This design comes from an exercise in tuning for small area, a short achievable clock period and few clock cycles per item on the open sky130 flow, not from production work. Where RTL was checked, it was by simulation tests only, not by an equivalence proof against the original. No functional check of the RTL was part of runs 1 to 4. Power figures rest on the tool's default switching activity, not on a simulated workload.

## flow/design.v

```verilog
module bb_sync (
    input  wire        clk,
    input  wire        rst,           
    input  wire        cmd_valid,
    output wire        cmd_ready,
    input  wire [31:0] cmd_data,
    output wire        kbc_rd,
    output wire        kbc_port,      
    input  wire        kbc_ack,
    input  wire [7:0]  kbc_rdata,
    output wire        rec_valid,
    input  wire        rec_ready,
    output wire [31:0] rec_data
);
    reg  [1:0]  sub_r;
    reg         kbd_pending;
    reg  [1:0]  mouse_slot;
    reg  [7:0]  mouse_b0, mouse_b1;
    reg         gs1, gap, gs2, gco;    
    reg  [14:0] x_sum;                 
    reg  [15:0] y_sum;
    reg  [7:0]  gest_xlen, gest_tol;
    reg         g2;                    
    reg         gq;                    
    reg         g2_xup, g2_xdn;        
    reg         g2_yup, g2_ydn;
    reg         g2_xk, g2_yk;          
    reg         cb_v;
    reg         cb_rdy;        
    reg  [1:0]  cb_grp;
    reg  [1:0]  cb_mem;
    reg  [23:0] cb_arg;
    reg         e_rd;          
    reg         e_port;        
    reg         e_wt;          
    reg         e_ch;          
    reg         e_mq;          
    reg  [3:0]  e_cnt;         
    reg  [2:0]  e_code;        
    reg         b_v;
    reg         b_ch;
    reg  [2:0]  b_code;
    reg  [7:0]  b_byte;
    reg         o_v;
    reg         o_pkt;         
    reg         o_k1;          
    reg         o_k2;          
    reg         o_dis;         
    reg         o_gd;          
    reg  [7:0]  o_byte;
    reg         gd_p;          
    assign kbc_rd   = e_rd;
    assign kbc_port = e_port;
    wire o_key = o_k1 | o_k2;
    assign rec_valid = o_v;
    assign rec_data[31]    = 1'b1;
    assign rec_data[30:27] = 4'd0;
    assign rec_data[26]    = o_dis;
    assign rec_data[25]    = o_pkt | o_gd;
    assign rec_data[24]    = o_key | o_gd;
    assign rec_data[23:18] = {6{o_pkt}} & o_byte[7:2];
    assign rec_data[17]    = (o_pkt & o_byte[1]) | o_k2;
    assign rec_data[16]    = (o_pkt & o_byte[0]) | (o_key & ~o_byte[7]);
    assign rec_data[15:10] = ({6{o_pkt}} & mouse_b1[7:2]) | ({6{o_k2}} & o_byte[7:2]);
    assign rec_data[9:8]   = ({2{o_pkt}} & mouse_b1[1:0]) | ({2{o_k2 | o_dis}} & o_byte[1:0]);
    assign rec_data[7:3]   = ({5{o_pkt}} & mouse_b0[7:3]) | ({5{o_k1}} & o_byte[7:3]) |
                             ({5{o_k2}} & 5'b11100);
    assign rec_data[2:0]   = ({3{o_pkt}} & mouse_b0[2:0]) | ({3{o_k1}} & o_byte[2:0]) |
                             ({3{o_dis}} & o_byte[4:2]);
    wire [7:0]  opc = cmd_data[31:24];
    wire z23_0 = (cmd_data[23:0] == 24'd0);
    wire z23_1 = (cmd_data[23:1] == 23'd0);
    wire z23_8 = (cmd_data[23:8] == 16'd0);
    reg  [3:0]  d_kind;
    always @(*) begin
        d_kind = 4'b10_10;                        
        case (opc)
            8'h00: if (z23_0) d_kind = 4'b00_00;
            8'h01: if (z23_1) d_kind = 4'b00_01;
            8'h02: if (z23_1) d_kind = 4'b00_10;
            8'h03: if (z23_8) d_kind = 4'b01_00;
            8'h10: if (z23_0) d_kind = 4'b01_01;
            8'h20: if (z23_0) d_kind = 4'b01_10;
            8'h11: if (z23_8) d_kind = 4'b10_00;
            8'h21: if (z23_8) d_kind = 4'b10_01;
            8'h30: if (cmd_data[5:3] == 3'd0) d_kind = 4'b11_00;
            8'h31: if (z23_0) d_kind = 4'b11_01;
            8'h32: if (cmd_data[23:16] == 8'd0) d_kind = 4'b11_10;
            default: ;
        endcase
    end
    wire r_ok   = !o_v && !gd_p && !g2;      
    wire r_b    = b_v && r_ok;               
    wire bfree  = !b_v || r_ok;              
    wire e_idle = !e_rd && !e_wt && !e_mq;
    wire cb_simple = (cb_grp == 2'd0);
    wire cb_drain  = (cb_grp == 2'd1);
    wire cb_bop    = (cb_grp == 2'd2);
    wire cb_gop    = (cb_grp == 2'd3);
    wire bop_go = cb_v && cb_bop && e_idle && bfree;
    wire g_free = cb_v && cb_gop && e_idle && !b_v && r_ok;
    wire g_op   = g_free && (cb_mem != 2'd0);          
    wire g_prep = g_free && (cb_mem == 2'd0) && !gq;   
    wire cons_reg = cb_v && (cb_simple || (cb_drain && e_idle)) || bop_go || g_op || gq;
    assign cmd_ready = cb_rdy;
    wire rd_now    = e_rd && kbc_ack;
    wire st_obf    = kbc_rdata[0];
    wire last_poll = (e_cnt == 4'd9);
    wire fin_now   = rd_now && (e_port || (!st_obf && last_poll));
    wire dk = cb_mem[0] || (!cb_mem[1] && !cb_mem[0] && cb_arg[0] && sub_r[0]);
    wire dm = cb_mem[1] || (!cb_mem[1] && !cb_mem[0] && cb_arg[1] && sub_r[1]);
    wire take_drain = cb_v && cb_drain && (e_idle || (fin_now && !e_mq));
    wire cons       = cons_reg || take_drain;
    wire e_free_n = !take_drain && (e_idle || (fin_now && !e_mq));
    wire b_v_n    = (b_v && !r_b) || fin_now || bop_go;
    wire r_ok_n   = !gd_p && (!o_v || rec_ready) && !r_b && !g_go;
    wire       ld_n  = cmd_valid && cmd_ready;
    wire       cbv_n = ld_n || (cb_v && !cons);
    wire [1:0] grp_n = ld_n ? d_kind[3:2] : cb_grp;
    wire [1:0] mem_n = ld_n ? d_kind[1:0] : cb_mem;
    reg        cons_n;
    always @(*) begin
        case (grp_n)
            2'd0:    cons_n = 1'b1;
            2'd1:    cons_n = e_free_n;
            2'd2:    cons_n = e_free_n && !b_v_n;
            default: cons_n = (mem_n == 2'd0) ? (!ld_n && g_prep) : (e_free_n && !b_v_n && r_ok_n);
        endcase
    end
    function gt8(input [7:0] a, input [7:0] b, input eq);
        integer i;
        reg r;
        begin
            r = eq;
            for (i = 0; i < 8; i = i + 1)
                r = (a[i] & ~b[i]) | ((a[i] | ~b[i]) & r);
            gt8 = r;
        end
    endfunction
    function gt15(input [14:0] a, input [14:0] b, input eq);
        integer i;
        reg r;
        begin
            r = eq;
            for (i = 0; i < 15; i = i + 1)
                r = (a[i] & ~b[i]) | ((a[i] | ~b[i]) & r);
            gt15 = r;
        end
    endfunction
    wire r_pkt = r_b && b_ch && (b_code == 3'd0) && (mouse_slot == 2'd2);
    wire g_go  = r_pkt || gq;
    wire [2:0] g_btn = mouse_b0[2:0];
    wire [8:0] g_dx  = {mouse_b0[4], mouse_b1};
    wire [8:0] g_dy  = {mouse_b0[5], b_byte};
    wire        g_lb = g_btn[0];
    wire        g_rb = g_btn[1];
    wire        g_mb = g_btn[2];
    wire        left_only  =  g_lb && !g_rb && !g_mb;
    wire        right_only = !g_lb &&  g_rb && !g_mb;
    wire        released   = !g_lb && !g_rb && !g_mb;
    wire        sx = g_dx[8];
    wire        sy = g_dy[8];
    wire [7:0]  ux = g_dx[7:0] ^ {8{sx}};
    wire [7:0]  uy = g_dy[7:0] ^ {8{sy}};
    wire        ax = gt8(ux, gest_tol, sx);
    wire        ay = gt8(uy, gest_tol, sy);
    wire        dx_lt = sx && ax;             
    wire        dy_lt = sy && ay;             
    wire        dy_gt = !sy && ay;            
    wire [8:0]  x_lo = {1'b0, x_sum[7:0]} + {1'b0, g_dx[7:0]};
    wire [8:0]  y_lo = {1'b0, y_sum[7:0]} + {1'b0, g_dy[7:0]};
    wire        x_long = (x_sum[14:8] != 7'd0) || gt8(x_sum[7:0], gest_xlen, 1'b1);
    wire        steep  = gt15(y_sum[14:0] ^ {15{gs2}}, x_sum, gs2) && (!gs2 || y_sum[15]);
    wire        acc1 = gs1 && left_only  && !(dx_lt || dy_lt);
    wire        acc2 = gs2 && right_only && !(dx_lt || dy_gt);
    wire        acc  = acc1 || acc2;
    wire        gidle  = !gs1 && !gap && !gs2 && !gco;
    wire        ap_ok  = !(g_lb || g_mb || ax || ay);
    wire        n_s1   = (gidle && left_only) || acc1;
    wire        n_ap   = (gs1 && released && x_long && steep) || (gap && ap_ok && !g_rb);
    wire        n_s2   = (gap && ap_ok && g_rb) || acc2;
    wire        g_done = gs2 && released && x_long && steep;
    wire        n_co   = gco || g_done;
    function [7:0] incdec(input [7:0] x, input up, input dn);
        integer i;
        reg [7:0] r, m;
        begin
            for (i = 0; i < 8; i = i + 1) begin
                m = (8'd1 << i) - 8'd1;
                r[i] = x[i] ^ ((up & ((x & m) == m)) | (dn & ((x & m) == 8'd0)));
            end
            incdec = r;
        end
    endfunction
    wire [7:0]  x_hi  = incdec({1'b0, x_sum[14:8]}, g2_xup, g2_xdn);
    wire [7:0]  y_hi  = incdec(y_sum[15:8],         g2_yup, g2_ydn);
    wire        x_up = x_lo[8] & !sx;
    wire        x_dn = sx & !x_lo[8];
    wire        y_up = y_lo[8] & !sy;
    wire        y_dn = sy & !y_lo[8];
    wire        x_neg = (x_up && (x_sum[14:8] == 7'h7F)) || (x_dn && (x_sum[14:8] == 7'h00));
    wire        y_neg = y_sum[15] ^ ((y_up && (y_sum[14:8] == 7'h7F)) || (y_dn && (y_sum[14:8] == 7'h00)));
    reg [2:0] v_code;
    always @(*) begin
        if (kbc_rdata[7])                 v_code = 3'd2;    
        else if (kbc_rdata[6])            v_code = 3'd3;    
        else if (kbc_rdata[5] != e_ch)    v_code = 3'd4;    
        else                              v_code = 3'd0;
    end
    always @(posedge clk) begin
        if (rst) begin
            sub_r       <= 2'b00;
            kbd_pending <= 1'b0;
            mouse_slot  <= 2'd0;
            gs1         <= 1'b0;
            gap         <= 1'b0;
            gs2         <= 1'b0;
            gco         <= 1'b0;
            x_sum       <= 15'd0;
            y_sum       <= 16'd0;
            gest_xlen   <= 8'h00;
            gest_tol    <= 8'h00;
            g2          <= 1'b0;
            cb_v        <= 1'b0;
            cb_rdy      <= 1'b1;
            e_rd        <= 1'b0;
            e_wt        <= 1'b0;
            e_mq        <= 1'b0;
            b_v         <= 1'b0;
            gq          <= 1'b0;
            o_v         <= 1'b0;
            gd_p        <= 1'b0;
        end else begin
            if (cmd_valid && cmd_ready) cb_v <= 1'b1;
            else if (cons)              cb_v <= 1'b0;
            cb_rdy <= !cbv_n || cons_n;
            if (cb_v && cb_simple && cb_mem != 2'd0) begin
                if (cb_arg[0]) sub_r[1] <= cb_mem[0];
                else           sub_r[0] <= cb_mem[0];
            end
            if (o_v && rec_ready) begin
                o_v  <= gd_p;
                gd_p <= 1'b0;
            end
            if (r_b)     b_v <= 1'b0;
            if (fin_now) b_v <= 1'b1;
            if (bop_go)  b_v <= 1'b1;
            if (rd_now) begin
                if (!e_port) begin
                    if (st_obf) begin
                        if (!bfree) begin e_rd <= 1'b0; e_wt <= 1'b1; end
                    end else if (e_cnt == 4'd8 && !bfree) begin
                        e_rd <= 1'b0; e_wt <= 1'b1;
                    end
                end
            end else if (e_wt && bfree) begin
                e_wt <= 1'b0;
                e_rd <= 1'b1;
            end
            if (fin_now) begin
                e_mq <= 1'b0;
                e_rd <= e_mq;
            end
            if (take_drain) begin
                e_mq <= dk && dm;
                e_rd <= dk || dm;
            end
            if (r_b && b_code == 3'd0) begin
                if (!b_ch) begin
                    kbd_pending <= (b_byte == 8'hE0);
                end else begin
                    case (mouse_slot)
                        2'd0: if (b_byte[3]) mouse_slot <= 2'd1;
                        2'd1: mouse_slot <= 2'd2;
                        default: mouse_slot <= 2'd0;
                    endcase
                end
            end
            if (r_b) begin
                if (b_code != 3'd0) o_v <= 1'b1;
                else if (!b_ch)     o_v <= (b_byte != 8'hE0);
                else                o_v <= (mouse_slot == 2'd0) ? !b_byte[3] : (mouse_slot == 2'd2);
            end
            gq <= g_prep;
            if (g_go) begin
                gs1 <= n_s1;
                gap <= n_ap;
                gs2 <= n_s2;
                gco <= n_co;
                g2  <= acc;
                x_sum[7:0] <= acc ? x_lo[7:0] : 8'd0;
                y_sum[7:0] <= acc ? y_lo[7:0] : 8'd0;
                if (!acc) begin
                    x_sum[14:8] <= 7'd0;
                    y_sum[15:8] <= 8'd0;
                end
                if (r_pkt) gd_p <= g_done;
                else       o_v  <= g_done;
            end
            if (g2) begin
                g2 <= 1'b0;
                if (g2_xk) x_sum[14:8] <= x_hi[6:0];
                else       x_sum       <= 15'd0;
                if (g2_yk) y_sum[15:8] <= y_hi;
                else       y_sum       <= 16'd0;
            end
            if (g_op && cb_mem[0]) begin
                gs1   <= 1'b0;
                gap   <= 1'b0;
                gs2   <= 1'b0;
                gco   <= 1'b0;
                x_sum <= 15'd0;
                y_sum <= 16'd0;
            end
            if (g_op && cb_mem[1]) begin
                gest_xlen <= cb_arg[7:0];
                gest_tol  <= cb_arg[15:8];
            end
        end
    end
    always @(posedge clk) begin
        if (cmd_ready) begin
            cb_grp <= d_kind[3:2];
            cb_mem <= d_kind[1:0];
            cb_arg <= cmd_data[23:0];
        end
        if (rd_now && !e_port) begin
            if (st_obf) begin
                e_code <= v_code;
                e_port <= 1'b1;
            end else begin
                e_cnt <= e_cnt + 4'd1;
            end
        end
        if (fin_now && e_mq) begin
            e_ch   <= 1'b1;
            e_cnt  <= 4'd0;
            e_port <= 1'b0;
        end
        if (take_drain) begin
            e_ch   <= !dk;
            e_cnt  <= 4'd0;
            e_port <= 1'b0;
        end
        if (fin_now) begin
            b_ch   <= e_ch;
            b_code <= e_port ? e_code : 3'd1;
            b_byte <= kbc_rdata;
        end
        if (bop_go) begin
            b_ch   <= cb_mem[0];
            b_code <= cb_mem[1] ? 3'd6 : 3'd0;
            b_byte <= cb_arg[7:0];
        end
        if (o_v && rec_ready && gd_p) begin
            o_pkt <= 1'b0;
            o_k1  <= 1'b0;
            o_k2  <= 1'b0;
            o_dis <= 1'b0;
            o_gd  <= 1'b1;
        end
        if (r_b) begin
            o_pkt <= 1'b0;
            o_k1  <= 1'b0;
            o_k2  <= 1'b0;
            o_dis <= 1'b0;
            o_gd  <= 1'b0;
            if (b_code != 3'd0) begin
                o_dis  <= 1'b1;
                o_byte <= {3'd0, b_code, (b_code == 3'd6) ? 2'd2 : {1'b0, b_ch}};
            end else if (!b_ch) begin
                o_k1   <= !kbd_pending;
                o_k2   <= kbd_pending;
                o_byte <= b_byte;
            end else if (mouse_slot == 2'd0) begin
                o_dis  <= 1'b1;
                o_byte <= {3'd0, 3'd5, 2'd1};
            end else begin
                o_pkt  <= 1'b1;
                o_byte <= b_byte;
            end
        end
        if (gq) begin
            o_pkt <= 1'b0;
            o_k1  <= 1'b0;
            o_k2  <= 1'b0;
            o_dis <= 1'b0;
            o_gd  <= 1'b1;
        end
        if (b_ch && b_code == 3'd0 && r_b) begin
            if (mouse_slot == 2'd0) mouse_b0 <= b_byte;
            if (mouse_slot == 2'd1) mouse_b1 <= b_byte;
        end
        if (g_prep) begin
            mouse_b0     <= {mouse_b0[7:6], cb_arg[23], cb_arg[14], mouse_b0[3], cb_arg[2:0]};
            mouse_b1     <= cb_arg[13:6];
            b_byte       <= cb_arg[22:15];
            cb_arg[15:0] <= {mouse_b1, mouse_b0};
        end
        if (gq) begin
            mouse_b0 <= cb_arg[7:0];
            mouse_b1 <= cb_arg[15:8];
        end
        if (g_go) begin
            g2_xup <= x_up;
            g2_xdn <= x_dn;
            g2_yup <= y_up;
            g2_ydn <= y_dn;
            g2_xk  <= !x_neg;                 
            g2_yk  <= (y_neg == gs2);         
        end
    end
endmodule
```

## flow/flow/run.sh

```bash
#!/bin/bash
# Standard layout, except that the port buffers are buf_2 cells instead of
# the delay cells buffer_ports picks by default. Every port is still buffered.
set -euo pipefail
export BUFFER_PORTS_ARGS="-buffer_cell sky130_fd_sc_hd__buf_2"
bash standard.sh > standard.log 2>&1
```

## flow/standard.sh

```bash
#!/bin/bash
# synth_recipe.tcl (not shown) runs the flow's synth.tcl, then flattens the netlist and writes it again
# the make line also repeats each setting of config.mk as NAME=value (left out here)
make -C /OpenROAD-flow-scripts/flow DESIGN_CONFIG=/design/flow/config.mk WORK_HOME=/design/flow/orfs CLKGATE_MAP_FILE= SYNTH_SCRIPT=/design/flow/synth_recipe.tcl "${@:-finish}"
```

## flow/config.mk

```make
export PLATFORM = sky130hd
export DESIGN_NAME = bb_sync
export DESIGN_NICKNAME = bb_sync
export VERILOG_FILES = /design/flow/design.v
export SDC_FILE = /design/flow/constraint.sdc
export NUM_CORES = 4
export LEC_CHECK = 0
export ABC_AREA = 1
export CAP_MARGIN = 20
export CORE_MARGIN = 2
export CORE_UTILIZATION = 40
export SETUP_SLACK_MARGIN = 1.0
export SLEW_MARGIN = 20
```

## flow/constraint.sdc

```tcl
create_clock -name core_clock -period 4.5 [get_ports {clk}]
set_input_delay 0.9000 -clock core_clock [delete_from_list [all_inputs] [get_ports {clk}]]
set_output_delay 0.9000 -clock core_clock [all_outputs]
set_load 0.01 [all_outputs]
```

==> results of run 1 <==
-- layer usage --
metal | global-route usage [%] | share of wire (%) | up-vias
li1 | - | - | 4015
met2 | 36.4 | 47 | 243
met1 | 28.2 | 44 | 3748
met3 | 3.25 | 5.2 | 47
met4 | 8.16 | 3.3 | 0
met5 | 0 | 0 | -
-- cells by family after synthesis --
logic type      synth area share [%]
other cells                   0.0831
xor+xnor                        5.23
flops                           41.4
simple gates                    25.1
mux                            0.111
fa+ha+maj                       3.07
buf+inv                         9.95
compound gates                  15.1
-- worst paths after layout --
check             depth (start not counted)  slack, ns                      start                        end
setup / recovery                          3       1.60      mouse_b0[4]$_DFFE_PP_                rec_data[4]
hold / removal                            2       0.46  gest_xlen[0]$_SDFFE_PP0P_  gest_xlen[0]$_SDFFE_PP0P_
setup reg to reg                          8       1.61          e_rd$_SDFFE_PP0P_        b_byte[7]$_DFFE_PP_
hold reg to reg                           2       0.46  gest_xlen[0]$_SDFFE_PP0P_  gest_xlen[0]$_SDFFE_PP0P_
-- tightest hold or removal path: stages, from the launching register on --
cell	delay, ns
dfxtp_1	0.30
inv_1	0.06
a21oi_1	0.05
-- cell type report --
| cell class | count | area (sq um) |
|---|---|---|
| Clock buffer | 17 | 425 |
| Clock inverter | 15 | 183 |
| Fill cell | 2277 | 12200 |
| Inverter | 174 | 653 |
| Multi-Input combinational cell | 815 | 4410 |
| Sequential cell | 150 | 3740 |
| Tap cell | 285 | 357 |
| Timing Repair Buffer | 79 | 413 |
-- synth_stat cells (all sizes together), types with 10 or more instances --
library cell,instances,share of area [%]
a21oi,83,5.0
nand3,80,5.2
or2,25,1.7
xnor2,27,2.6
nor2,69,3.1
xor2,27,2.6
o21ai,93,5.1
o211ai,13,1.2
nand4,11,0.76
ha,19,2.6
inv,171,7.1
edfxtp,74,25
buf,24,1.9
clkbuf,19,0.79
nand2,287,12
nor3,22,1.5
dfxtp,76,17
o22ai,10,0.69
-- state kept, by name, indices dropped and copies added, names as in the netlist, 2 cells and up --
register	count
cb_arg	24
y_sum	16
x_sum	15
b_byte	8
gest_tol	8
gest_xlen	8
mouse_b0	8
mouse_b1	8
o_byte	8
e_cnt	4
b_code	3
e_code	3
cb_grp	2
cb_mem	2
mouse_slot	2
sub_r	2
-- where the power goes --
group	switching (mW)	total [mW]	internal [mW]
clock	0.661	1.50	0.844
sequential	0.132	1.65	1.52
combinational	0.345	0.554	0.209
total	1.14	3.71	2.58
-- metrics by stage --
step | std cells | setup slack, ns | instance area [sq um]
after detailed placement | 1502 | 1.56 | 9560
after global routing | 1535 | 1.27 | 10200
after global placement | 1502 | 1.64 | 9560
after CTS | 1534 | 1.59 | 10200
final | 1535 | 1.60 | 10200
after floorplan | 1182 | 2.06 | 9050
==> results.toml, run 1 <==
[outcome]
status = "timing/DRC/antenna clean"

[flow_run]
drv_cap = 0

[critical_path]
crit_type = "reg -> out"
critical_path.max_fanout = 11
required_ns = 3.60
slowest_stage = "edfxtp_1"
worstPathCellList = "inv_1 > o22ai_1 > buf_2"
cp-end-kind = "primary output"
cp.arrival_ns = 2.00
critPathLaunchType = "flop"
critPathTopFamily = "flip-flops"
critPathBufInv = 2
critPathMaxStageDelay_ns = 0.78

[layout]
layout_common_cells = "285 x nand2_1, 163 x inv_1, 91 x o21ai_0"
num_antenna_cells = 0
final_layout_size_suffix_gt1_share_pct = 14.2
final_core_util_pct = 45.4
syn_to_final_growth_pct = 12.7
final_common_cell = "nand2_1"
nNetsFinal = 1303

[global_routing]
grt_max_degree = 49
grt_overflow = 0
antenna_found_initial = 0
grt_pass1_vias = 7360
grt_pass1_wl_um = 39900
grtUsageTotal_pct = 21.6

[route]
route.detailed.drc = 0
wl_per_cell_um = 16.7
route.vias.total = 8053
firstDrtPassIters = 5
vias_per_cell = 5.25
antenna_left = 0
drt-initial-drc-count = 602
wl_um = 25600

[clock_tree]
clk_pin_slew_ns = 0.07
hold_buffers = 0
tritoncts = "yes"
clk_latency_ns = 0.44
ctsResizeCount = 0
cts_setup_buffers = 0
cts.sinks = 150
numCtsBuffers = 17
htreeDepth = 4
root_buffer = "clkbuf_16"
clock_path_buffers = 2

[logic_synthesis]
syn_area_sq_um = 9040
synth_seq_area_share_pct = 41.4
synth_top_flop_cell = "dfxtp_1"
yosys_warnings = 1
synth.distinct_cells = 58
ys_seq_elements = 150
syn_avg_cell_area_sq_um = 7.67
async_flop_share_pct = 0
netlist_instances = 1179
synth_edf_count = 74

[sta]
holdWs_ns = 0.455
hold_viol = 0
clock_skew_ns = 0.00835
maxSlewViolCount = 0
relSlewSlack_pct = 48.7
post-route-min-period_ns = 2.90
max_freq_mhz = 345
tns_ns = 0
rsz0062_at_grt = "no"
worst_slew_pin_slew_ns = 0.761
setup_viol = 0
post-route-period-util_pct = 64.5

[floorplanning]
fp.dieArea_sq_um = 23800
initial_core_util_pct = 40.3
fp.dieW_um = 154
coreArea_sq_um = 22400
die_h_um = 154
num_rows = 55
pin_count = 81

[pwr]
irDropWorstVdd_mv = 0.262
power.density_nw_per_um2 = 365
p_total_mw = 3.71
leakage_nw = 4.38

[place]
gp_congestion = 0.882
numPortBuffers = 75
dp_hpwl_um = 19200

[hold_path]
hp-class = "reg -> reg"
==> run 2: changes to the inputs <==
--- a/flow/config.mk
+++ b/flow/config.mk
@@ -8,6 +8,7 @@
 export ABC_AREA = 1
 export CAP_MARGIN = 20
 export CORE_MARGIN = 2
-export CORE_UTILIZATION = 40
+export CORE_UTILIZATION = 55
+export CTS_BUF_LIST = sky130_fd_sc_hd__clkbuf_8
 export SETUP_SLACK_MARGIN = 1.0
 export SLEW_MARGIN = 20
==> results.toml, run 2 <==
[outcome]
status = "timing/DRC/antenna clean"

[logic_synthesis]
synth_top_area_share_pct = 24.6
synthTopCellsByArea = "edfxtp_1 25%, dfxtp_1 17%, nand2_1 12%, inv_1 6.8%, o21ai_0 5.0%"
netlist.top_cell.by_area = "edfxtp_1"
async_flop_share_pct = 0
synthTopCellsByCount = "285 x nand2_1, 163 x inv_1, 91 x o21ai_0, 76 x dfxtp_1, 74 x edfxtp_1"
synth_edf_count = 74
yosys_warnings = 1
synth.distinct_cells = 58
syn_avg_cell_area_sq_um = 7.67
synth_seq_area_share_pct = 41.4
yosysMostFrequentCell = "nand2_1"
ys_seq_elements = 150
synth_top_flop_cell = "dfxtp_1"
netlist_instances = 1179
syn_area_sq_um = 9040

[clock_tree]
hold_buffers = 0
clock_path_buffers = 2
cts.sinks = 150
tritoncts = "yes"
htreeDepth = 4
cts_setup_buffers = 0
numCtsBuffers = 17
clk_pin_slew_ns = 0.09
ctsResizeCount = 0
clk_latency_ns = 0.46
root_buffer = "clkbuf_8"

[global_routing]
grt_pass1_wl_um = 37500
grt_pass1_vias = 7275
grtUsageTotal_pct = 27.3
grt_overflow = 0
antenna_found_initial = 0
grt_max_degree = 48

[critical_path]
critPathLaunchType = "flop"
cp-end-kind = "primary output"
critical_path.max_fanout = 19
required_ns = 3.60
reg2reg_depth = 14
r2r-start = "g2$_SDFF_PP0_"
crit_type = "reg -> out"
cp.arrival_ns = 2.21
rr_endpoint = "x_sum[10]$_SDFFE_PP0P_"
regToRegSetupSlack_ns = 1.70

[sta]
clock_skew_ns = 0.0182
hold_viol = 0
post-route-period-util_pct = 69.1
worst_slew_pin_slew_ns = 1.02
relSlewSlack_pct = 31.7
setup_viol = 0
holdWs_ns = 0.469
rsz0062_at_grt = "no"
layout_setup_ws_ns = 1.39
tns_ns = 0
max_freq_mhz = 321
maxSlewViolCount = 0
post-route-min-period_ns = 3.11

[route]
route.detailed.drc = 0
wl_um = 23700
vias_per_cell = 5.43
drt-initial-drc-count = 718
route.vias.total = 7952
antenna_left = 0
firstDrtPassIters = 7
wl_per_cell_um = 16.2

[layout]
fillCellCount = 1546
top_regs = "cb_arg x24, y_sum x16, x_sum x15"
stdcell_count = 1465
num_antenna_cells = 0
final_layout_size_suffix_gt1_share_pct = 13.9
layout_common_cells = "285 x nand2_1, 164 x inv_1, 91 x o21ai_0"
syn_to_final_growth_pct = 8.80
top_register = "cb_arg"
final_common_cell = "nand2_1"
nNetsFinal = 1302
largest_register_ffs = 24

[floorplanning]
die_h_um = 132
pin_count = 81
fp.dieArea_sq_um = 17500
fp.dieW_um = 132
coreArea_sq_um = 16000
initial_core_util_pct = 56.5
num_rows = 46

[pwr]
leakage_nw = 4.25
irDropWorstVdd_mv = 0.246
power.density_nw_per_um2 = 323

[place]
dp.cells = 1433
place_ws_ns = 1.50
numPortBuffers = 75
dp_hpwl_um = 18200
gp_congestion = 0.955

[hold_path]
hp-start = "kbd_pending$_SDFFE_PP0P_"
hp-class = "reg -> reg"
holdPathEnd = "o_k2$_SDFFE_PP0P_"
hold_path_depth = 2

[flow_run]
drv_cap = 0
==> run 2: through the flow <==
step | area (sq um) | utilization [%] | total power, mW
2_1_floorplan | 9050 | - | 1.97
3_3_place_gp | 9480 | 59.2 | 2.22
3_5_place_dp | 9480 | 59.2 | 2.22
4_1_cts | 9840 | 61.5 | 3.19
5_1_grt | 9840 | 61.5 | 3.30
6_report | 9840 | 61.5 | 3.18
==> run 2: worst max path at each step <==
stage	end	slack [ns]	startpoint	cells after the start
after global routing	rec_data[1]	1.35	o_pkt$_SDFFE_PP0P_	3
after detailed placement	cb_rdy$_SDFF_PP1_	1.50	cmd_data[17]	17
after global placement	cb_rdy$_SDFF_PP1_	1.60	cmd_data[17]	17
after CTS	rec_data[2]	1.40	o_pkt$_SDFFE_PP0P_	3
after floorplan	cb_rdy$_SDFF_PP1_	2.06	cmd_data[31]	12
final	rec_data[17]	1.39	o_pkt$_SDFFE_PP0P_	3
==> run 2: cell type report <==
cell class | count | area, sq um | area share [%]
well taps | 216 | 270 | 2.75
repair buffers | 78 | 398 | 4.04
clock inverters | 15 | 126 | 1.28
multi-input cells | 815 | 4410 | 44.8
flip-flops and latches | 150 | 3740 | 38.1
clock buffers | 17 | 234 | 2.38
inverters | 174 | 653 | 6.64
==> run 2: report_power, final <==
group	switching (mW)	internal, mW	leakage, nW	total, mW
registers	0.128	1.52	1.33	1.65
clock network	0.544	0.437	0.180	0.982
logic	0.342	0.208	2.74	0.550
==> run 2: cells by family (layout without fill, tap and decap cells) <==
kind of cell,count (synthesis),after routing,share of synthesized area (%)
DFF,150,150,41.4
muxes,1,1,0.111
xor gates and xnor gates,54,54,5.23
other,2,5,0.0831
AOI/OAI and AO/OA,231,231,15.1
and+or+nand+nor,503,503,25.1
adders and majority gates,21,21,3.07
buffers and inverters,217,284,9.95
==> run 2: routing by layer <==
metal / up-vias / GRT usage (%) / part of all wire (%) / wire length [um]
li1: 4003 / - / - / -
met1: 3642 / 36.4 / 45 / 10600
met5: - / 0 / 0 / 0
met2: 269 / 45.3 / 47 / 11100
met4: 0 / 8.30 / 2.1 / 498
met3: 38 / 5.31 / 6.4 / 1520
==> run 2: critical path, stage by stage, from the launching register on <==
cell     delay, ns
dfxtp_1       0.87
inv_1         0.36
o21ai_0       0.34
buf_2         0.19
==> run 3: changes to the inputs <==
--- a/flow/design.v
+++ b/flow/design.v
@@ -41,6 +41,7 @@
     reg         b_ch;
     reg  [2:0]  b_code;
     reg  [7:0]  b_byte;
+    reg         b_pkt;         
     reg         o_v;
     reg         o_pkt;         
     reg         o_k1;          
@@ -147,7 +148,17 @@
             gt15 = r;
         end
     endfunction
-    wire r_pkt = r_b && b_ch && (b_code == 3'd0) && (mouse_slot == 2'd2);
+    wire r_pkt = b_pkt && r_ok;
+    reg  [1:0] slot_after;
+    always @(*) begin
+        slot_after = mouse_slot;
+        if (r_b && b_ch && b_code == 3'd0)
+            case (mouse_slot)
+                2'd0:    slot_after = b_byte[3] ? 2'd1 : 2'd0;
+                2'd1:    slot_after = 2'd2;
+                default: slot_after = 2'd0;
+            endcase
+    end
     wire g_go  = r_pkt || gq;
     wire [2:0] g_btn = mouse_b0[2:0];
     wire [8:0] g_dx  = {mouse_b0[4], mouse_b1};
@@ -227,6 +238,7 @@
             e_wt        <= 1'b0;
             e_mq        <= 1'b0;
             b_v         <= 1'b0;
+            b_pkt       <= 1'b0;
             gq          <= 1'b0;
             o_v         <= 1'b0;
             gd_p        <= 1'b0;
@@ -242,9 +254,18 @@
                 o_v  <= gd_p;
                 gd_p <= 1'b0;
             end
-            if (r_b)     b_v <= 1'b0;
-            if (fin_now) b_v <= 1'b1;
-            if (bop_go)  b_v <= 1'b1;
+            if (r_b) begin
+                b_v   <= 1'b0;
+                b_pkt <= 1'b0;
+            end
+            if (fin_now) begin
+                b_v   <= 1'b1;
+                b_pkt <= e_ch && e_port && (e_code == 3'd0) && (slot_after == 2'd2);
+            end
+            if (bop_go) begin
+                b_v   <= 1'b1;
+                b_pkt <= (cb_mem == 2'd1) && (slot_after == 2'd2);
+            end
             if (rd_now) begin
                 if (!e_port) begin
                     if (st_obf) begin
--- a/flow/config.mk
+++ b/flow/config.mk
@@ -8,7 +8,6 @@
 export ABC_AREA = 1
 export CAP_MARGIN = 20
 export CORE_MARGIN = 2
-export CORE_UTILIZATION = 55
-export CTS_BUF_LIST = sky130_fd_sc_hd__clkbuf_8
+export CORE_UTILIZATION = 40
 export SETUP_SLACK_MARGIN = 1.0
 export SLEW_MARGIN = 20
==> results.toml, run 3 <==
[outcome]
status = "timing/DRC/antenna clean"

[global_routing]
grt_pass1_vias = 7735
grt_pass1_wl_um = 41600
grt_max_degree = 39
grtUsageTotal_pct = 22.4
antenna_found_initial = 0
grt_overflow = 0

[clock_tree]
tritoncts = "yes"
htreeDepth = 4
ctsResizeCount = 0
clk_latency_ns = 0.43
cts_setup_buffers = 0
clk_pin_slew_ns = 0.07
numCtsBuffers = 17
clock_path_buffers = 2
cts.sinks = 151
hold_buffers = 0
root_buffer = "clkbuf_16"

[layout]
top_register = "cb_arg"
final_core_util_pct = 45.7
final_common_cell = "nand2_1"
stdcell_count = 1562
layout_common_cells = "262 x nand2_1, 187 x inv_1, 99 x nor2_1"
final_area_sq_um = 10300
num_antenna_cells = 0
nNetsFinal = 1330
largest_register_ffs = 24
final_layout_size_suffix_gt1_share_pct = 12.8
syn_to_final_growth_pct = 12.8
top_regs = "cb_arg x24, y_sum x16, x_sum x15"

[critical_path]
crit_type = "reg -> out"
cp.arrival_ns = 2.21
required_ns = 3.60
cp-end-kind = "primary output"
critical_path.max_fanout = 16
critPathLaunchType = "flop"

[route]
drt-initial-drc-count = 577
wl_um = 26000
route.vias.total = 8118
antenna_left = 0
route.detailed.drc = 0
vias_per_cell = 5.20
firstDrtPassIters = 5
wl_per_cell_um = 16.6

[logic_synthesis]
yosys_warnings = 1
ys_seq_elements = 151
netlist.top_cell.by_area = "edfxtp_1"
yosysMostFrequentCell = "nand2_1"
synth.distinct_cells = 53
synthTopCellsByArea = "edfxtp_1 24%, dfxtp_1 17%, nand2_1 11%, inv_1 7.7%, nor2_1 4.1%"
async_flop_share_pct = 0
synth_top_flop_cell = "dfxtp_1"
syn_area_sq_um = 9080
netlist_instances = 1201
synthTopCellsByCount = "262 x nand2_1, 187 x inv_1, 100 x nor2_1, 77 x dfxtp_1, 75 x o21ai_0"
synth_edf_count = 74
syn_avg_cell_area_sq_um = 7.56
synth_top_area_share_pct = 24.5
synth_seq_area_share_pct = 41.4

[place]
numPortBuffers = 75
dp_hpwl_um = 19900
post_dp_cell_area_sq_um = 9650
gp_congestion = 0.938
dp.cells = 1529
place_ws_ns = 1.61

[sta]
worst_slew_pin_slew_ns = 0.820
holdWs_ns = 0.476
maxSlewViolCount = 0
layout_setup_ws_ns = 1.39
hold_viol = 0
post-route-min-period_ns = 3.11
max_freq_mhz = 322
rsz0062_at_grt = "no"
clock_skew_ns = 0.00943
post-route-period-util_pct = 69.1
setup_viol = 0
tns_ns = 0
relSlewSlack_pct = 45.1

[floorplanning]
fp.dieW_um = 155
die_h_um = 155
coreArea_sq_um = 22400
fp.dieArea_sq_um = 23900
pin_count = 81
initial_core_util_pct = 40.5
num_rows = 55

[flow_run]
drv_cap = 0

[pwr]
power.density_nw_per_um2 = 349
leakage_nw = 4.51
p_total_mw = 3.58
irDropWorstVdd_mv = 0.240

[hold_path]
hp-class = "reg -> reg"
## run 3: cell count changes after synthesis, moves of 5 or more
| cell | delta |
|---|---|
| nand2_1 | -23 |
| o21ai_1 | +8 |
| o22ai_1 | +5 |
| o2111ai_1 | -8 |
| o221ai_1 | +9 |
| a21oi_1 | -15 |
| inv_1 | +24 |
| or2_2 | -6 |
| a211oi_1 | +17 |
| nor2_1 | +34 |
| o21ai_0 | -16 |
## run 3: metal layers
layer | track usage [%] | vias to the layer above | wire length [um]
li1 | - | 4099 | -
met1 | 29.0 | 3741 | 11500
met2 | 38.3 | 238 | 12600
met3 | 3.53 | 40 | 1310
met4 | 7.14 | 0 | 603
met5 | 0 | - | 0
## run 3: path summary, 6_finish.rpt
path,from,end,slack (ns),cells after the start
worst max register to register,g2$_SDFF_PP0_,mouse_b0[5]$_DFFE_PP_,1.57,11
worst max-delay path,o_pkt$_SDFFE_PP0P_,rec_data[15],1.39,3
worst min register to register,gco$_SDFFE_PP0N_,gco$_SDFFE_PP0N_,0.48,2
worst min-delay path,gco$_SDFFE_PP0N_,gco$_SDFFE_PP0N_,0.48,2
## run 3: cell type report
cell class                      instances  area, sq um
Fill cell                            2289        12200
Timing Repair Buffer                   82          432
Tap cell                              285          357
Sequential cell                       151         3760
Clock buffer                           18          450
Clock inverter                         14          135
Multi-Input combinational cell        818         4390
Inverter                              194          728
## run 3: cell families (layout without fill, tap and decap cells)
group	Yosys count	after routing	synth area share, %
other	2	5	0.0827
adders and majority gates	21	21	3.06
buffers and inverters	235	308	10.5
and+or+nand+nor	514	514	25.1
AOI/OAI and AO/OA	227	227	15.0
xor gates and xnor gates	51	51	4.92
DFF	151	151	41.4
## run 3: critical path, cell delays in order (launching register included)
cell and delay [ns]:
dfxtp_1 0.72, inv_1 0.35, o21ai_0 0.49, buf_2 0.22
## run 3: where the power goes
group / switching [mW] / internal (mW) / total, mW
Combinational: 0.333 / 0.190 / 0.523
Sequential: 0.0999 / 1.52 / 1.62
Clock: 0.623 / 0.808 / 1.43
==> run 4: changes to the inputs <==
--- a/flow/config.mk
+++ b/flow/config.mk
@@ -9,5 +9,5 @@
 export CAP_MARGIN = 20
 export CORE_MARGIN = 2
 export CORE_UTILIZATION = 40
-export SETUP_SLACK_MARGIN = 1.0
+export SETUP_SLACK_MARGIN = 2.0
 export SLEW_MARGIN = 20
==> results.toml, run 4 <==
[outcome]
status = "timing/DRC/antenna clean"

[logic_synthesis]
synth_mux_area_share_pct = 0
yosysMostFrequentCell = "nand2_1"
synthTopCellsByArea = "edfxtp_1 24%, dfxtp_1 17%, nand2_1 11%, inv_1 7.7%, nor2_1 4.1%"
synth_compound_area_share_pct = 15.0
synth_edf_count = 74
yosys_warnings = 1
synth_top_area_share_pct = 24.5
syn_area_sq_um = 9080
synthAdderAreaFrac_pct = 3.06
syn_avg_cell_area_sq_um = 7.56
async_flop_share_pct = 0
synthXorXnorAreaFrac_pct = 4.92
netlist.top_cell.by_area = "edfxtp_1"
synthTopCellsByCount = "262 x nand2_1, 187 x inv_1, 100 x nor2_1, 77 x dfxtp_1, 75 x o21ai_0"
netlist_instances = 1201
synth_top_flop_cell = "dfxtp_1"
synth.distinct_cells = 53
synth_top_family_by_area = "simple AND/OR/NAND/NOR gates"
ys_seq_elements = 151
yosys.area_share.simple_pct = 25.1
synth_seq_area_share_pct = 41.4

[layout]
final_common_cell = "nand2_1"
stdcell_count = 1593
final_core_util_pct = 47.6
largest_register_ffs = 24
layout_common_cells = "260 x nand2_1, 181 x inv_1, 96 x nor2_1"
num_antenna_cells = 0
syn_to_final_growth_pct = 17.6
top_register = "cb_arg"
top_regs = "cb_arg x24, y_sum x16, x_sum x15"
final_layout_size_suffix_gt1_share_pct = 17.4
nNetsFinal = 1361

[sta]
tns_ns = 0
maxSlewViolCount = 0
holdWs_ns = 0.470
relSlewSlack_pct = 48.4
setup_viol = 0
hold_viol = 0
worst_slew_pin_slew_ns = 0.774
max_freq_mhz = 367
rsz0062_at_grt = "yes"
post-route-min-period_ns = 2.73
clock_skew_ns = 0.0131
post-route-period-util_pct = 60.6

[critical_path]
cp.arrival_ns = 2.91
regToRegSetupSlack_ns = 1.77
rr_endpoint = "g2_yk$_DFFE_PN_"
critPathLaunchType = "flop"
crit_type = "reg -> reg"
critical_path.max_fanout = 2
r2r-start = "b_byte[0]$_DFFE_PP_"
cp-end-kind = "flop"
reg2reg_depth = 19
required_ns = 4.69

[clock_tree]
hold_buffers = 0
clk_latency_ns = 0.43
numCtsBuffers = 17
cts.sinks = 151
tritoncts = "yes"
clk_pin_slew_ns = 0.06
htreeDepth = 4
clock_path_buffers = 2
root_buffer = "clkbuf_16"

[global_routing]
grtUsageTotal_pct = 22.6
grt_overflow = 0
antenna_found_initial = 1
grt_max_degree = 40
grt_pass1_vias = 7803
grt_pass1_wl_um = 42000

[route]
wl_per_cell_um = 16.9
firstDrtPassIters = 5
route.detailed.drc = 0
wl_um = 26900
vias_per_cell = 5.22
antenna_left = 0
drt-initial-drc-count = 656
route.vias.total = 8311

[hold_path]
holdPathEnd = "e_wt$_SDFFE_PP0P_"
hp-class = "reg -> reg"
hold_path_depth = 2
hp-start = "e_wt$_SDFFE_PP0P_"

[floorplanning]
num_rows = 55
fp.dieArea_sq_um = 23900
initial_core_util_pct = 40.5
fp.dieW_um = 155
coreArea_sq_um = 22400
die_h_um = 155
pin_count = 81

[pwr]
leakage_nw = 4.64
p_total_mw = 3.61
irDropWorstVdd_mv = 0.271
power.density_nw_per_um2 = 338

[place]
numPortBuffers = 75
dp.cells = 1532
dp_hpwl_um = 20000
gp_congestion = 0.923

[flow_run]
drv_cap = 0
run 4: critical path: stages (launching register included):
cell,delay [ns]
edfxtp_1,0.47
ha_4,0.21
fa_2,0.35
nand2_1,0.07
nand2_1,0.06
a21oi_2,0.13
nor2_1,0.07
o21ai_1,0.12
nand2_1,0.08
nand2_1,0.06
inv_1,0.05
nor2_1,0.08
inv_1,0.05
a21oi_2,0.15
inv_1,0.07
nor2_2,0.12
nand3_1,0.08
nand2_1,0.08
xor2_1,0.14
inv_1,0.06
run 4: where the power goes:
group | internal, mW | switching (mW) | leakage, nW
logic | 0.231 | 0.387 | 3.04
clock network | 0.819 | 0.568 | 0.268
registers | 1.53 | 0.0798 | 1.34
total | 2.58 | 1.03 | 4.64
run 4: worst max-delay path by stage:
stage	from	endpoint	slack [ns]
2_1_floorplan	b_byte[0]$_DFFE_PP_	g2_yk$_DFFE_PN_	2.02
3_3_place_gp	rst	x_sum[5]$_SDFF_PP0_	1.65
3_5_place_dp	g2$_SDFF_PP0_	mouse_b0[5]$_DFFE_PP_	1.52
4_1_cts	b_byte[0]$_DFFE_PP_	g2_yk$_DFFE_PN_	1.80
5_1_grt	b_byte[0]$_DFFE_PP_	g2_yk$_DFFE_PN_	1.62
6_report	b_byte[0]$_DFFE_PP_	g2_yk$_DFFE_PN_	1.77
run 4: logic make-up (layout without fill, tap and decap cells):
kind of cell / count (synthesis) / after routing
other: 2 / 5
and+or+nand+nor: 514 / 514
AOI/OAI and AO/OA: 227 / 227
adders and majority gates: 21 / 21
xor gates and xnor gates: 51 / 51
DFF: 151 / 151
buffers and inverters: 235 / 339
run 4: cell type report:
cell class / instances / area (sq um)
timing repair inverter: 1 / 7.51
tap: 285 / 357
timing repair buffer: 112 / 669
clock buffer: 25 / 495
inverter: 194 / 748
clock inverter: 7 / 70.1
sequential: 151 / 3770
fill: 2294 / 11700
multi-input combinational: 818 / 4570
run 4: timing repair:
action / in CTS / in global routing
endpoints found under the hold margin: 0 / 0
pin swaps: 4 / 11
cloned: 1 / 0
gates resized for setup: 20 / 35
buffers inserted: 14 / 14
setup endpoints to repair: 89 / 100
run 4: through the flow:
stage	worst slack, ns	cell area (sq um)
floorplan	2.02	9110
global placement	1.65	9690
detailed placement	1.52	9690
CTS	1.80	10400
global route	1.62	10700
finish	1.77	10700
run 4: per-layer routing:
metal	up-vias	global-route usage, %	wire length, um	part of all wire (%)
li1	4157	-	-	-
met1	3855	28.6	11800	44
met2	259	38.3	13000	48
met5	-	0	0	0
met3	40	4.40	1410	5.2
met4	0	8.95	790	2.9
==> run 5: changes to the inputs <==
--- a/flow/design.v
+++ b/flow/design.v
@@ -209,8 +209,14 @@
     wire        x_dn = sx & !x_lo[8];
     wire        y_up = y_lo[8] & !sy;
     wire        y_dn = sy & !y_lo[8];
-    wire        x_neg = (x_up && (x_sum[14:8] == 7'h7F)) || (x_dn && (x_sum[14:8] == 7'h00));
-    wire        y_neg = y_sum[15] ^ ((y_up && (y_sum[14:8] == 7'h7F)) || (y_dn && (y_sum[14:8] == 7'h00)));
+    wire        x_a1 = (x_sum[14:8] == 7'h7F);
+    wire        x_a0 = (x_sum[14:8] == 7'h00);
+    wire        y_a1 = (y_sum[14:8] == 7'h7F);
+    wire        y_a0 = (y_sum[14:8] == 7'h00);
+    wire        xk_c1 = !(!sx && x_a1);                        
+    wire        xk_c0 = !(sx && x_a0);                         
+    wire        yk_c1 = ((y_sum[15] ^ (!sy && y_a1)) == gs2);
+    wire        yk_c0 = ((y_sum[15] ^ (sy && y_a0)) == gs2);
     reg [2:0] v_code;
     always @(*) begin
         if (kbc_rdata[7])                 v_code = 3'd2;    
@@ -427,8 +433,8 @@
             g2_xdn <= x_dn;
             g2_yup <= y_up;
             g2_ydn <= y_dn;
-            g2_xk  <= !x_neg;                 
-            g2_yk  <= (y_neg == gs2);         
+            g2_xk  <= x_lo[8] ? xk_c1 : xk_c0;
+            g2_yk  <= y_lo[8] ? yk_c1 : yk_c0;
         end
     end
 endmodule
==> results.toml, run 5 <==
[global_routing]
antenna_found_initial = 0
grt_overflow = 0
grtUsageTotal_pct = 22.6
grt_pass1_wl_um = 41800
grt_max_degree = 33
grt_pass1_vias = 7679

[sta]
holdWs_ns = 0.462
hold_viol = 0
worst_slew_pin_slew_ns = 0.716
post-route-min-period_ns = 2.67
tns_ns = 0
post-route-period-util_pct = 59.3
maxSlewViolCount = 0
max_freq_mhz = 375
rsz0062_at_grt = "yes"
setup_viol = 0
clock_skew_ns = 0.0103
relSlewSlack_pct = 52.2

[floorplanning]
initial_core_util_pct = 40.4
fp.dieW_um = 155
die_h_um = 155
pin_count = 81
fp.dieArea_sq_um = 24000
num_rows = 55
coreArea_sq_um = 22500

[clock_tree]
htreeDepth = 4
hold_buffers = 0
clk_latency_ns = 0.43
clk_pin_slew_ns = 0.07
root_buffer = "clkbuf_16"
cts.sinks = 151
clock_path_buffers = 2
numCtsBuffers = 17
tritoncts = "yes"

[critical_path]
cp-end-kind = "flop"
crit_type = "reg -> reg"
critical_path.max_fanout = 3
reg2reg_depth = 17
critPathLaunchType = "flop"
cp.arrival_ns = 2.85
r2r-start = "b_byte[0]$_DFFE_PP_"
rr_endpoint = "g2_yk$_DFFE_PN_"
regToRegSetupSlack_ns = 1.83
required_ns = 4.69

[logic_synthesis]
async_flop_share_pct = 0
synth_mux_area_share_pct = 0
synthTopCellsByArea = "edfxtp_1 24%, dfxtp_1 17%, nand2_1 11%, inv_1 7.3%, nor2_1 4.3%"
synth_top_family_by_area = "simple AND/OR/NAND/NOR gates"
synth_edf_count = 74
netlist.top_cell.by_area = "edfxtp_1"
syn_avg_cell_area_sq_um = 7.56
synthAdderAreaFrac_pct = 3.05
yosysMostFrequentCell = "nand2_1"
synth_top_flop_cell = "dfxtp_1"
synth_top_area_share_pct = 24.4
netlist_instances = 1204
syn_area_sq_um = 9100
synth_seq_area_share_pct = 41.4
synthTopCellsByCount = "273 x nand2_1, 177 x inv_1, 104 x nor2_1, 77 x dfxtp_1, 74 x edfxtp_1"
ys_seq_elements = 151
yosys.area_share.simple_pct = 25.7
synth_compound_area_share_pct = 14.9
synth.distinct_cells = 54
synthXorXnorAreaFrac_pct = 4.72
yosys_warnings = 1

[layout]
stdcell_count = 1591
final_layout_size_suffix_gt1_share_pct = 18.0
syn_to_final_growth_pct = 17.7
top_register = "cb_arg"
nNetsFinal = 1359
layout_common_cells = "268 x nand2_1, 174 x inv_1, 98 x nor2_1"
final_core_util_pct = 47.6
largest_register_ffs = 24
top_regs = "cb_arg x24, y_sum x16, x_sum x15"
final_common_cell = "nand2_1"
num_antenna_cells = 0

[route]
route.vias.total = 8215
wl_met2_um = 13000
wl_met3_um = 1330
route.detailed.drc = 0
drt-initial-drc-count = 695
route.top_layer_used = "met4"
firstDrtPassIters = 5
vias_per_cell = 5.16
antenna_left = 0
wl_per_cell_um = 17.0
wl_um = 27100
m1WireLength_um = 11700

[hold_path]
holdPathEnd = "gco$_SDFFE_PP0N_"
hp-start = "gco$_SDFFE_PP0N_"
hold_path_depth = 2
hp-class = "reg -> reg"

[pwr]
p_total_mw = 3.56
leakage_nw = 4.59
irDropWorstVdd_mv = 0.240
power.density_nw_per_um2 = 332

[place]
numPortBuffers = 75
dp_hpwl_um = 19900
dp.cells = 1531
gp_congestion = 0.913

[flow_run]
drv_cap = 0

[outcome]
status = "timing/DRC/antenna clean"
run 5: cell count changes in the layout (fill, tap and decap cells not counted), sizes merged, moves of 5 or more:
cell | before | now
nand2 | 266 | 279
nand3 | 80 | 74
clkbuf | 25 | 18
buf | 112 | 105
o22ai | 15 | 10
a21oi | 64 | 69
run 5: logic make-up (layout without fill, tap and decap cells):
group,Yosys count,after routing
adder cells (fa/ha/maj),21,21
XOR/XNOR,49,49
AO/OA/AOI/OAI,225,225
AND/OR/NAND/NOR,526,527
flip-flops,151,151
buffers and inverters,230,328
other,2,5
run 5: where the power goes:
part	internal, mW	switching (mW)	leakage [nW]	total, mW
Sequential	1.52	0.0792	1.34	1.60
Clock	0.785	0.651	0.275	1.44
Combinational	0.198	0.325	2.98	0.523
run 5: how the worst max path moves through the flow:
stage / startpoint / to / slack, ns / depth (start not counted)
6_report: b_byte[0]$_DFFE_PP_ / g2_yk$_DFFE_PN_ / 1.83 / 17
5_1_grt: b_byte[0]$_DFFE_PP_ / g2_yk$_DFFE_PN_ / 1.63 / 17
4_1_cts: b_byte[0]$_DFFE_PP_ / g2_yk$_DFFE_PN_ / 1.87 / 17
3_5_place_dp: cmd_data[14] / cb_rdy$_SDFF_PP1_ / 1.43 / 13
3_3_place_gp: cmd_data[14] / cb_rdy$_SDFF_PP1_ / 1.51 / 13
2_1_floorplan: b_byte[0]$_DFFE_PP_ / g2_yk$_DFFE_PN_ / 2.01 / 17
run 5: timing repair:
item | CTS | global route
buffers inserted | 14 | 11
pin swaps | 1 | 11
cloned | 0 | 3
hold endpoints to repair | 0 | 0
setup endpoints to repair | 64 | 77
gates resized for setup | 16 | 40
run 5: worst max-delay path, cell delays in order (launching register included):
cell and delay [ns]:
edfxtp_1 0.45, ha_2 0.24, fa_2 0.36, nand3_2 0.08, nand2_1 0.06, nand2_1 0.09
nand2_1 0.07, a21oi_2 0.10, inv_1 0.05, nand2_1 0.05, inv_1 0.04, or2_1 0.22
a21oi_2 0.18, inv_1 0.07, o41ai_1 0.06, nand2_1 0.11, xor2_1 0.14, inv_1 0.05
run 5: layout make-up:
| class | instances | area (sq um) |
|---|---|---|
| Sequential cell | 151 | 3770 |
| Multi-Input combinational cell | 827 | 4600 |
| Fill cell | 2203 | 11800 |
| Tap cell | 285 | 357 |
| Clock buffer | 17 | 425 |
| Inverter | 189 | 724 |
| Timing Repair Buffer | 106 | 662 |
| Clock inverter | 15 | 158 |
| Timing Repair inverter | 1 | 7.51 |
run 5: metrics by stage:
step	cell area [sq um]	setup WS [ns]
final	10700	1.83
after global routing	10700	1.63
after CTS	10400	1.87
after detailed placement	9670	1.43
after global placement	9670	1.51
after floorplan	9120	2.01
run 5: per-layer routing:
layer / global-route usage [%] / vias to the layer above
li1: - / 4157
met1: 28.7 / 3770
met3: 3.50 / 53
met4: 10.6 / 0
met5: 0 / -
met2: 38.0 / 235
Testbench counts of run 5, summed over its fixed seeds: cycles 26,047, ops 5,600.
==> run 6: changes to the inputs <==
--- a/flow/config.mk
+++ b/flow/config.mk
@@ -9,5 +9,6 @@
 export CAP_MARGIN = 20
 export CORE_MARGIN = 2
 export CORE_UTILIZATION = 40
+export CTS_BUF_LIST = sky130_fd_sc_hd__clkbuf_8
 export SETUP_SLACK_MARGIN = 2.0
 export SLEW_MARGIN = 20
==> results.toml, run 6 <==
[outcome]
status = "timing/DRC/antenna clean"

[logic_synthesis]
synth_top_flop_cell = "dfxtp_1"
syn_avg_cell_area_sq_um = 7.56
synth_seq_area_share_pct = 41.4
yosysMostFrequentCell = "nand2_1"
syn_area_sq_um = 9100
synthTopCellsByArea = "edfxtp_1 24%, dfxtp_1 17%, nand2_1 11%, inv_1 7.3%, nor2_1 4.3%"
yosys_warnings = 1
async_flop_share_pct = 0
synth.distinct_cells = 54
synthTopCellsByCount = "273 x nand2_1, 177 x inv_1, 104 x nor2_1, 77 x dfxtp_1, 74 x edfxtp_1"
synth_edf_count = 74
synth_top_area_share_pct = 24.4
netlist_instances = 1204
ys_seq_elements = 151
netlist.top_cell.by_area = "edfxtp_1"

[clock_tree]
root_buffer = "clkbuf_8"
tritoncts = "yes"
clk_latency_ns = 0.48
hold_buffers = 0
cts.sinks = 151
htreeDepth = 4
clock_path_buffers = 2
clk_pin_slew_ns = 0.09
numCtsBuffers = 17

[floorplanning]
initial_core_util_pct = 40.4
fp.dieW_um = 155
coreArea_sq_um = 22500
num_rows = 55
pin_count = 81
fp.dieArea_sq_um = 24000
die_h_um = 155

[layout]
stdcell_count = 1598
nNetsFinal = 1366
syn_to_final_growth_pct = 16.5
final_layout_size_suffix_gt1_share_pct = 18.9
largest_register_ffs = 24
final_common_cell = "nand2_1"
final_core_util_pct = 47.1
top_register = "cb_arg"
num_antenna_cells = 0
layout_common_cells = "269 x nand2_1, 173 x inv_1, 100 x nor2_1"
top_regs = "cb_arg x24, y_sum x16, x_sum x15"

[sta]
setup_viol = 0
clock_skew_ns = 0.0182
post-route-min-period_ns = 2.66
relSlewSlack_pct = 50.7
maxSlewViolCount = 0
worst_slew_pin_slew_ns = 0.734
tns_ns = 0
post-route-period-util_pct = 59.0
hold_viol = 0
max_freq_mhz = 376
rsz0062_at_grt = "yes"
layout_setup_ws_ns = 1.84

[critical_path]
worstSetupEndpoint = "g2_yk$_DFFE_PN_"
r2r-start = "b_byte[0]$_DFFE_PP_"
cp.arrival_ns = 2.89
required_ns = 4.74
regToRegSetupSlack_ns = 1.84
crit_start = "b_byte[0]$_DFFE_PP_"
critical_path.max_fanout = 3
critPathLaunchType = "flop"
cp-end-kind = "flop"
crit_type = "reg -> reg"
reg2reg_depth = 17
rr_endpoint = "g2_yk$_DFFE_PN_"

[global_routing]
grt_pass1_vias = 7681
grt_max_degree = 33
grt_pass1_wl_um = 41600
antenna_found_initial = 0
grt_overflow = 0
grtUsageTotal_pct = 22.5

[hold_path]
hp-class = "reg -> reg"

[place]
dp.cells = 1531
gp_congestion = 0.913
numPortBuffers = 75
place_ws_ns = 1.43
dp_hpwl_um = 19900

[flow_run]
drv_cap = 0

[route]
wl_per_cell_um = 17.1
route.vias.total = 8282
route.detailed.drc = 0
wl_um = 27400
vias_per_cell = 5.18
firstDrtPassIters = 5
drt-initial-drc-count = 697
antenna_left = 0

[pwr]
irDropWorstVdd_mv = 0.175
power.density_nw_per_um2 = 301
p_total_mw = 3.19
leakage_nw = 4.54
-- run 6: repair_timing --
action | 4_1_cts | 5_1_grt
resized for setup | 14 | 53
endpoints found under the setup margin | 71 | 86
pin swaps | 0 | 20
setup buffers | 11 | 19
cloned | 0 | 5
-- run 6: power by group --
group          internal [mW]  switching, mW
Clock                  0.460          0.609
Combinational          0.200          0.327
Sequential              1.52         0.0794
Total                   2.18           1.02
-- run 6: how the worst min path moves through the flow --
| stage | from | to | slack [ns] | depth (start not counted) |
|---|---|---|---|---|
| floorplan | gco$_SDFFE_PP0N_ | gco$_SDFFE_PP0N_ | 0.43 | 2 |
| global placement | gco$_SDFFE_PP0N_ | gco$_SDFFE_PP0N_ | 0.45 | 2 |
| detailed placement | gco$_SDFFE_PP0N_ | gco$_SDFFE_PP0N_ | 0.45 | 2 |
| CTS | gco$_SDFFE_PP0N_ | gco$_SDFFE_PP0N_ | 0.46 | 2 |
| global route | gco$_SDFFE_PP0N_ | gco$_SDFFE_PP0N_ | 0.48 | 2 |
| finish | gco$_SDFFE_PP0N_ | gco$_SDFFE_PP0N_ | 0.46 | 2 |
-- run 6: layout make-up --
type / count / area [sq um]
fillers: 2229 / 11900
multi-input cells: 829 / 4650
flip-flops and latches: 151 / 3770
inverters: 189 / 728
repair buffers: 110 / 681
well taps: 285 / 357
clock buffers: 17 / 234
clock inverters: 15 / 158
repair inverters: 2 / 12.5
-- run 6: per-stage QoR --
stage / cell area [sq um] / hold slack (ns)
global placement: 9670 / 0.447
detailed placement: 9670 / 0.452
global route: 10600 / 0.479
finish: 10600 / 0.465
CTS: 10200 / 0.464
floorplan: 9120 / 0.430
-- run 6: logic make-up (layout without fill, tap and decap cells) --
logic type | count (synthesis) | after routing | share of synthesized area (%)
and+or+nand+nor | 526 | 529 | 25.7
buffers and inverters | 230 | 333 | 10.2
AOI/OAI and AO/OA | 225 | 225 | 14.9
DFF | 151 | 151 | 41.4
xor gates and xnor gates | 49 | 49 | 4.72
adders and majority gates | 21 | 21 | 3.05
other | 2 | 5 | 0.0825
-- run 6: metal layers --
metal	global-route usage, %	wire length, um	vias up
li1	-	-	4167
met1	28.4	11800	3800
met2	37.8	13100	266
met3	4.01	1410	49
met4	10.3	1090	0
met5	0	0	-
-- run 6: critical path, stage by stage (launching register included) --
cell	delay, ns
edfxtp_1	0.45
ha_2	0.23
fa_2	0.36
nand3_2	0.08
nand2_1	0.05
nand2_1	0.09
nand2_1	0.07
a21oi_2	0.10
inv_1	0.05
nand2_1	0.05
inv_1	0.04
or2_1	0.22
a21oi_2	0.18
inv_1	0.07
o41ai_1	0.06
nand2_1	0.11
xor2_1	0.14
inv_1	0.05
==> run 7: changes to the inputs <==
--- a/flow/design.v
+++ b/flow/design.v
@@ -22,9 +22,10 @@
     reg  [7:0]  gest_xlen, gest_tol;
     reg         g2;                    
     reg         gq;                    
-    reg         g2_xup, g2_xdn;        
-    reg         g2_yup, g2_ydn;
-    reg         g2_xk, g2_yk;          
+    reg         g2_cx, g2_sx;          
+    reg         g2_cy, g2_sy;
+    reg         g2_xk1, g2_xk0;        
+    reg         g2_yk1, g2_yk0;        
     reg         cb_v;
     reg         cb_rdy;        
     reg  [1:0]  cb_grp;
@@ -203,12 +204,10 @@
             incdec = r;
         end
     endfunction
-    wire [7:0]  x_hi  = incdec({1'b0, x_sum[14:8]}, g2_xup, g2_xdn);
-    wire [7:0]  y_hi  = incdec(y_sum[15:8],         g2_yup, g2_ydn);
-    wire        x_up = x_lo[8] & !sx;
-    wire        x_dn = sx & !x_lo[8];
-    wire        y_up = y_lo[8] & !sy;
-    wire        y_dn = sy & !y_lo[8];
+    wire [7:0]  x_hi  = incdec({1'b0, x_sum[14:8]}, g2_cx & !g2_sx, g2_sx & !g2_cx);
+    wire [7:0]  y_hi  = incdec(y_sum[15:8],         g2_cy & !g2_sy, g2_sy & !g2_cy);
+    wire        g2_xk = g2_cx ? g2_xk1 : g2_xk0;
+    wire        g2_yk = g2_cy ? g2_yk1 : g2_yk0;
     wire        x_a1 = (x_sum[14:8] == 7'h7F);
     wire        x_a0 = (x_sum[14:8] == 7'h00);
     wire        y_a1 = (y_sum[14:8] == 7'h7F);
@@ -429,12 +428,14 @@
             mouse_b1 <= cb_arg[15:8];
         end
         if (g_go) begin
-            g2_xup <= x_up;
-            g2_xdn <= x_dn;
-            g2_yup <= y_up;
-            g2_ydn <= y_dn;
-            g2_xk  <= x_lo[8] ? xk_c1 : xk_c0;
-            g2_yk  <= y_lo[8] ? yk_c1 : yk_c0;
+            g2_cx  <= x_lo[8];
+            g2_sx  <= sx;
+            g2_cy  <= y_lo[8];
+            g2_sy  <= sy;
+            g2_xk1 <= xk_c1;
+            g2_xk0 <= xk_c0;
+            g2_yk1 <= yk_c1;
+            g2_yk0 <= yk_c0;
         end
     end
 endmodule
--- a/flow/config.mk
+++ b/flow/config.mk
@@ -10,5 +10,5 @@
 export CORE_MARGIN = 2
 export CORE_UTILIZATION = 40
 export CTS_BUF_LIST = sky130_fd_sc_hd__clkbuf_8
-export SETUP_SLACK_MARGIN = 2.0
+export SETUP_SLACK_MARGIN = 3.0
 export SLEW_MARGIN = 20
==> results.toml, run 7 <==
[outcome]
status = "timing/DRC/antenna clean"

[sta]
post-route-min-period_ns = 2.53
worst_slew_pin_slew_ns = 0.840
hold_viol = 0
post-route-period-util_pct = 56.3
maxSlewViolCount = 0
tns_ns = 0
layout_setup_ws_ns = 1.97
setup_viol = 0
rsz0062_at_grt = "yes"
max_freq_mhz = 395
relSlewSlack_pct = 44.0
clock_skew_ns = 0.0182

[critical_path]
r2r-start = "mouse_b0[5]$_DFFE_PP_"
cp.arrival_ns = 1.63
worstPathCellList = "inv_1 > o211ai_1 > buf_2"
critPathBufInv = 2
regToRegSetupSlack_ns = 2.09
reg2reg_depth = 15
critPathMaxStageDelay_ns = 0.50
crit_type = "reg -> out"
critical_path.max_fanout = 3
critPathTopFamily = "flip-flops"
slowest_stage = "edfxtp_1"
cp-end-kind = "primary output"
required_ns = 3.60
rr_endpoint = "y_sum[9]$_SDFFE_PP0P_"
critPathLaunchType = "flop"

[logic_synthesis]
netlist.top_cell.by_area = "edfxtp_1"
synth.distinct_cells = 59
synth_top_area_share_pct = 24.8
synthTopCellsByCount = "248 x nand2_1, 182 x inv_1, 98 x nor2_1, 77 x dfxtp_1, 77 x o21ai_0"
async_flop_share_pct = 0
synth_edf_count = 76
synth_top_flop_cell = "dfxtp_1"
yosysMostFrequentCell = "nand2_1"
syn_area_sq_um = 9210
syn_avg_cell_area_sq_um = 7.71
netlist_instances = 1194
synthTopCellsByArea = "edfxtp_1 25%, dfxtp_1 17%, nand2_1 10%, inv_1 7.4%, o21ai_0 4.2%"
ys_seq_elements = 153
yosys_warnings = 1
synth_seq_area_share_pct = 41.5

[global_routing]
antenna_found_initial = 0
grtUsageTotal_pct = 25.0
grt_max_degree = 30
grt_pass1_vias = 8700
grt_pass1_wl_um = 46800
grt_overflow = 0

[floorplanning]
num_rows = 55
fp.dieW_um = 156
pin_count = 81
initial_core_util_pct = 40.7
coreArea_sq_um = 22600
fp.dieArea_sq_um = 24300
die_h_um = 156

[place]
gp_congestion = 0.881
place_ws_ns = 1.57
numPortBuffers = 75
dp_hpwl_um = 20000

[pwr]
p_sw_share_pct = 41.2
p_clk_share_pct = 19.1
p_switching_mw = 2.58
internal-power_mw = 3.68
irDropWorstVdd_mv = 0.269
seqPwrFrac_pct = 33.8
power_frac_comb_pct = 47.1
power.density_nw_per_um2 = 458
leakage_nw = 5.70

[route]
wl_um = 31300
wl_per_cell_um = 18.3
route.detailed.drc = 0
vias_per_cell = 5.39
antenna_left = 0
firstDrtPassIters = 7
route.vias.total = 9184
drt-initial-drc-count = 667

[hold_path]
hp-class = "reg -> reg"
hold_path_depth = 2
hp-start = "gco$_SDFFE_PP0N_"
holdPathEnd = "gco$_SDFFE_PP0N_"

[layout]
final_common_cell = "nand2_1"
top_register = "cb_arg"
num_antenna_cells = 0
fillCellCount = 1894
top_regs = "cb_arg x24, y_sum x16, x_sum x15"
final_layout_size_suffix_gt1_share_pct = 42.6
layout_common_cells = "180 x nand2_1, 151 x inv_1, 82 x buf_4"
multi_input_comb_area_sq_um = 6050
syn_to_final_growth_pct = 48.5
nNetsFinal = 1477
largest_register_ffs = 24
register_area_sq_um = 3880

[clock_tree]
clock_path_buffers = 2
tritoncts = "yes"
root_buffer = "clkbuf_8"
cts.sinks = 153
numCtsBuffers = 17
hold_buffers = 0
clk_pin_slew_ns = 0.10
clk_latency_ns = 0.49
htreeDepth = 4

[flow_run]
drv_cap = 0
run 7: worst max path at each step:
stage | start | endpoint | slack (ns) | depth (start not counted)
after floorplan | cmd_data[21] | cb_rdy$_SDFF_PP1_ | 2.15 | 14
final | mouse_b0[5]$_DFFE_PP_ | rec_data[5] | 1.97 | 3
after global routing | mouse_b0[5]$_DFFE_PP_ | y_sum[3]$_SDFF_PP0_ | 1.88 | 17
after detailed placement | rst | y_sum[3]$_SDFF_PP0_ | 1.57 | 8
after global placement | rst | x_sum[5]$_SDFF_PP0_ | 1.68 | 8
after CTS | o_pkt$_SDFFE_PP0P_ | rec_data[7] | 2.04 | 3
run 7: worst reg2reg max path: cells and delay by family, from the launching register on:
family / cells / cell delay (ns)
buffers and inverters: 2 / 0.35
flip-flops: 1 / 0.52
XOR/XNOR: 1 / 0.18
AO/OA/AOI/OAI: 2 / 0.25
AND/OR/NAND/NOR: 10 / 1.05
run 7: layer usage:
layer	share of wire (%)	global-route usage (%)	wire, um	vias up
met4	4.3	10.4	1350	0
met1	40	31.3	12600	4330
met3	6.5	5.03	2020	86
li1	-	-	-	4424
met5	0	0	0	-
met2	49	42.2	15300	344
run 7: layout make-up:
cell class              instances  share of cell area [%]
flip-flops and latches        153                    28.4
well taps                     285                    2.61
clock inverters                15                    1.51
repair inverters                4                   0.348
repair buffers                222                    15.3
inverters                     190                    5.90
clock buffers                  17                    1.71
multi-input cells             819                    44.2
run 7: logic make-up after synthesis:
kind of cell | Yosys count | synth area share [%]
xor+xnor | 49 | 4.66
flops | 153 | 41.5
other cells | 2 | 0.0815
fa+ha+maj | 25 | 3.56
buf+inv | 232 | 10.2
compound gates | 241 | 15.8
mux | 3 | 0.326
simple gates | 489 | 23.9
run 7: stage by stage:
step,utilization (%),instances,instance area (sq um),power [mW],hold WS (ns)
finish,60.4,1705,13700,6.26,0.459
global route,60.4,1705,13700,6.58,0.492
CTS,54.9,1659,12400,5.78,0.464
detailed placement,45.4,1519,10300,4.07,0.450
global placement,45.4,1519,10300,4.06,0.448
floorplan,-,1197,9880,3.52,0.429
run 7: what timing repair did:
item / 4_1_cts / 5_1_grt
resized for setup: 198 / 197
endpoints found under the hold margin: 0 / 0
cloned: 10 / 7
buffers inserted: 98 / 39
pin swaps: 53 / 72
setup endpoints to repair: 212 / 214
run 7: power groups by stage:
stage	combinational (mW)	clock, mW	sequential [mW]
after detailed placement	1.90	0	2.17
after global placement	1.89	0	2.17
after global routing	3.19	1.26	2.14
after floorplan	1.52	0	2.00
final	2.95	1.19	2.12
after CTS	2.49	1.21	2.09
Testbench counts of run 7, summed over its fixed seeds: cycles 26,047, ops 5,600.
